Source: an optimization exercise on an open RTL-to-GDS flow (aim: small area, a short achievable clock period and few clock cycles). Production flows keep margins and buffers that such runs may drop. At most, simulation tests tie the RTL to the original design; equivalence was not proved. Power is estimated from default activity; no workload was simulated.

## run A
## rsu_radix
module rsu_radix (
    input  wire        clk,
    input  wire        rst,         
    input  wire        start,
    input  wire [7:0]  cmd,         
    input  wire [15:0] len,         
    input  wire [63:0] val,         
    output wire        ready,
    input  wire        in_valid,
    input  wire [7:0]  in_data,
    output wire        in_ready,
    output wire        out_valid,
    output wire [7:0]  out_data,
    input  wire        out_ready,
    output reg         done,
    output wire [2:0]  err,
    output wire [15:0] out_len,
    output reg  [63:0] res          
);
Size: about 230 flip-flops, roughly 200 I/O pins, about 13,000 um2 of cells after synthesis.
export LEC_CHECK = 0
export ABC_AREA = 1
export CAP_MARGIN = 20
export CORE_MARGIN = 2
export CORE_UTILIZATION = 60
export PLACE_DENSITY = 0.75
export SETUP_SLACK_MARGIN = 4.9
export SLEW_MARGIN = 20
create_clock -name core_clock -period 8.0 [get_ports {clk}]
standard.sh (not shown) runs the stock make flow with config.mk's settings and CLKGATE_MAP_FILE= SYNTH_SCRIPT=/design/flow/synth_recipe.tcl, a recipe that flattens the netlist after the stock synthesis.
==> flow/flow/run.sh <==
#!/bin/bash
# Standard ORFS layout (standard synthesis unchanged), with the port buffers
# made of the smallest plain buffer instead of the default choice.
set -euo pipefail
bash standard.sh BUFFER_PORTS_ARGS="-buffer_cell sky130_fd_sc_hd__buf_1" finish > orfs_flow.log 2>&1
Testbench counts of run A, summed over its fixed seeds: cycles 30,049.
Modified inputs, run B compared to run A
Settings: swapping 0.75 for 0.7 in PLACE_DENSITY; swapping 60 for 50 in CORE_UTILIZATION; swapping 4.9 for 5.0 in SETUP_SLACK_MARGIN.
## What came out
When run B is measured against run A, its met1 usage turns out 7.3 points lower. Share of the core filled with cells in the final layout for run B: 11 points down relative to run A. Compared with run A, in run B clock-buffer cell count lower; worst slack after detailed placement lower. In run B the via count turned out about 0.64% lower than in run A. Est. power | run B vs run A | run B lower. In the tables for run A and run B, area after detailed placement reads higher with run B.
#### Input delta (run C over run B)
Settings: CORE_UTILIZATION: 50 -> 60; PLACE_DENSITY: 0.7 -> 0.75.
### Flow results
Going from run B to run C, core footprint shrinks by 17%.
Run C against run B: clock skew saw an increase; setup slack after layout went up by 0.0063 ns.
Re critical path depth: no difference whatsoever between run C and run B.
> inputs changed (run C -> run D)
Settings: clearing SETUP_SLACK_MARGIN, which used to be 5.0.
==> flow/flow/run.sh <==
#!/bin/bash
# Standard ORFS layout (standard synthesis unchanged), with the port buffers
# made of the smallest plain buffer, and timing repair aimed 5.35 ns below the
# clock period.
set -euo pipefail
bash standard.sh BUFFER_PORTS_ARGS="-buffer_cell sky130_fd_sc_hd__buf_1" SETUP_SLACK_MARGIN=5.35 finish > orfs_flow.log 2>&1
Results
Run D ends up with a final design instance area without fill that is 13% higher than in run C. Looking at leakage component of the power, run D sits above run C. Sort run C and run D by setup slack of the critical path after layout, ascending, and run C comes first. Compared run D vs run C, and post-CTS setup buffer count is up in run D. Compared with run C, in run D worst setup skew after layout down 0.0053 ns, buffer depth of the longest clock path neither gained nor lost much. Run D reports a higher global-route usage than run C does. [run D] power rose 3.3% relative to run C. Across both runs, wire length reported by the detailed router was higher for run D than for run C. Relative to run C, met1 global-route usage increased by 1.6 points in run D.


rsu_radix, a different RTL version from the one above (not shown whole).
Size: roughly 220 flip-flops, roughly 200 I/O pins, about 13,000 um2 of cells after synthesis.
export LEC_CHECK = 0
export ABC_AREA = 1
export CAP_MARGIN = 20
export CORE_MARGIN = 2
export CORE_UTILIZATION = 60
export PLACE_DENSITY = 0.75
export SETUP_SLACK_MARGIN = 5.0
export SLEW_MARGIN = 20
create_clock -name core_clock -period 8.0 [get_ports {clk}]
==> flow/flow/run.sh <==
#!/bin/bash
# Standard ORFS layout (standard synthesis unchanged), with the port buffers
# made of the smallest plain buffer instead of the default choice.
set -euo pipefail
bash standard.sh BUFFER_PORTS_ARGS="-buffer_cell sky130_fd_sc_hd__buf_1" finish > orfs_flow.log 2>&1
==> next run, changes <==
==> flow/flow/run.sh (replaced) <==
#!/bin/bash
# Standard ORFS layout (standard synthesis unchanged), with the port buffers
# made of the smallest plain buffer, and timing repair aimed 5.2 ns below the
# clock period.
set -euo pipefail
bash standard.sh BUFFER_PORTS_ARGS="-buffer_cell sky130_fd_sc_hd__buf_1" SETUP_SLACK_MARGIN=5.2 finish > orfs_flow.log 2>&1
SETUP_SLACK_MARGIN = not set   (was 5.0)
Effect: The new run completed without violations. Critical path depth fell by 9. Non-clock buffer count rose by 41. Die area is unchanged. Clock power fell by a few percent. Global-route usage rose by 0.36 points. Via count rose by a few percent. Sequential share of layout area fell by 1.1 points. Clock skew is about the same. Flip-flop and latch count does not change. Power fell slightly.
No functional check of the RTL was part of any run of this note.


rsu_radix with an RTL version that a note above also has.
Size: ~1700 cells after synthesis, about 230 flip-flops, about 13000 um2 of cells after synthesis.
==> flow/config.mk <==
export PLATFORM = sky130hd
export DESIGN_NAME = rsu_radix
export DESIGN_NICKNAME = rsu_radix
export VERILOG_FILES = /design/flow/design.v
export SDC_FILE = /design/flow/constraint.sdc
export NUM_CORES = 4
export LEC_CHECK = 0
export ABC_AREA = 1
export CAP_MARGIN = 20
export CORE_MARGIN = 2
export CORE_UTILIZATION = 60
export PLACE_DENSITY = 0.75
export SLEW_MARGIN = 20
==> flow/constraint.sdc <==
create_clock -name core_clock -period 8.0 [get_ports {clk}]
set_input_delay 1.6000 -clock core_clock [delete_from_list [all_inputs] [get_ports {clk}]]
set_output_delay 1.6000 -clock core_clock [all_outputs]
set_load 0.01 [all_outputs]
==> flow/flow/run.sh <==
#!/bin/bash
# Standard ORFS layout (standard synthesis unchanged), with the port buffers
# made of the smallest plain buffer, and timing repair aimed 5.25 ns below the
# clock period.
set -euo pipefail
bash standard.sh BUFFER_PORTS_ARGS="-buffer_cell sky130_fd_sc_hd__buf_1" SETUP_SLACK_MARGIN=5.25 finish > orfs_flow.log 2>&1
Testbench counts at the start, summed over its fixed seeds: cycles 30,049.
Change:
==> flow/flow/run.sh (replaced) <==
#!/bin/bash
# Standard ORFS layout (standard synthesis unchanged), with the port buffers
# made of the smallest plain buffer instead of the default choice.
set -euo pipefail
bash standard.sh BUFFER_PORTS_ARGS="-buffer_cell sky130_fd_sc_hd__buf_1" finish > orfs_flow.log 2>&1
- ABC_AREA: 1 -> unset
- CORE_UTILIZATION: 60 -> 40
- PLACE_DENSITY: 0.75 -> unset
- SETUP_SLACK_MARGIN: unset -> 5.0
Result: The new run went through all stages and came out clean; worst setup slack degrades by 0.14 ns; sequential share of layout area came out higher by 0.30 points; area after synthesis came out higher by 1.0%; total power came out lower by 3.2%.
Change:
==> flow/flow/run.sh (replaced) <==
#!/bin/bash
# Standard ORFS layout (standard synthesis unchanged), with the port buffers
# made of the smallest plain buffer, and timing repair aimed 5.15 ns below the
# clock period.
set -euo pipefail
bash standard.sh BUFFER_PORTS_ARGS="-buffer_cell sky130_fd_sc_hd__buf_1" SETUP_SLACK_MARGIN=5.15 finish > orfs_flow.log 2>&1
- ABC_AREA: unset -> 1
- CORE_UTILIZATION: 40 -> 60
- PLACE_DENSITY: unset -> 0.75
- SETUP_SLACK_MARGIN: 5.0 -> unset
Routed wire length increases by a few percent.
Total power increases slightly.
Maximum frequency increases by a few percent.
Design area decreases slightly.
Change:
==> flow/flow/run.sh (replaced) <==
#!/bin/bash
# Standard ORFS layout (standard synthesis unchanged), with the port buffers
# made of the smallest plain buffer, and timing repair aimed 5.2 ns below the
# clock period.
set -euo pipefail
bash standard.sh BUFFER_PORTS_ARGS="-buffer_cell sky130_fd_sc_hd__buf_1" SETUP_SLACK_MARGIN=5.2 finish > orfs_flow.log 2>&1
Outcome:
- design area increases by 1.5%
- sequential cell count stays the same
- core utilization increases by 1.1 points
- synthesized area is unchanged
- fmax increases by 2.0%

[port drivers added, routing unchanged]
The results above use ideal ports. As a check the final layouts listed here were re-extracted and re-timed, cells and wires unchanged.
Step 1 sets driving cells, clkbuf_16 on the clock port and buf_2 on the other inputs (assumed; they add their load-dependent delay and slew).
Step 2, shift: input delay + t, output delay - t, t = (earliest + latest rising clock arrival at the registers) / 2. This alone moves slack from input paths to output paths.
Three values: ideal ports, drivers, drivers and shift; two values: the first two.
| run | shift t [ns] | setup slack, ns | worst hold slack (ns) | worst setup path at the end | clock arrival spread, ns |
|---|---|---|---|---|---|
| run A | 0.569 | 4.995 / 5.011 / 4.455 | 0.468 / 0.468 / 0.468 | input to register | 0.014 / 0.014 |
| run B | 0.572 | 5.087 / 5.038 / 4.539 | 0.467 / 0.467 / 0.467 | input to register | 0.010 / 0.010 |
| run C | 0.596 | 5.094 / 5.046 / 4.541 | 0.469 / 0.469 / 0.469 | input to register | 0.022 / 0.022 |
| run D | 0.589 | 5.226 / 5.195 / 4.682 | 0.452 / 0.452 / 0.452 | input to register | 0.017 / 0.017 |
| the first run of note 2 | 0.571 | 5.030 / 5.044 / 4.487 | 0.467 / 0.467 / 0.467 | input to register | 0.018 / 0.018 |
| the second run of note 2 | 0.570 | 5.238 / 5.191 / 4.699 | 0.461 / 0.461 / 0.461 | input to register | 0.020 / 0.020 |
| the first run of note 3 | 0.596 | 5.178 / 5.127 / 4.685 | 0.467 / 0.467 / 0.467 | input to register | 0.019 / 0.018 |
| the second run of note 3 | 0.579 | 5.037 / 4.996 / 4.456 | 0.450 / 0.450 / 0.450 | input to register | 0.016 / 0.016 |
| the third run of note 3 | 0.590 | 5.162 / 5.113 / 4.661 | 0.462 / 0.462 / 0.462 | input to register | 0.011 / 0.010 |
| the fourth run of note 3 | 0.566 | 5.218 / 5.169 / 4.741 | 0.468 / 0.468 / 0.468 | input to register | 0.027 / 0.028 |
After both steps every run listed still meets setup and hold. The setup slack of the second run of note 3, which loses most, moves by -0.041 ns with the drivers and by -0.581 ns with both steps.
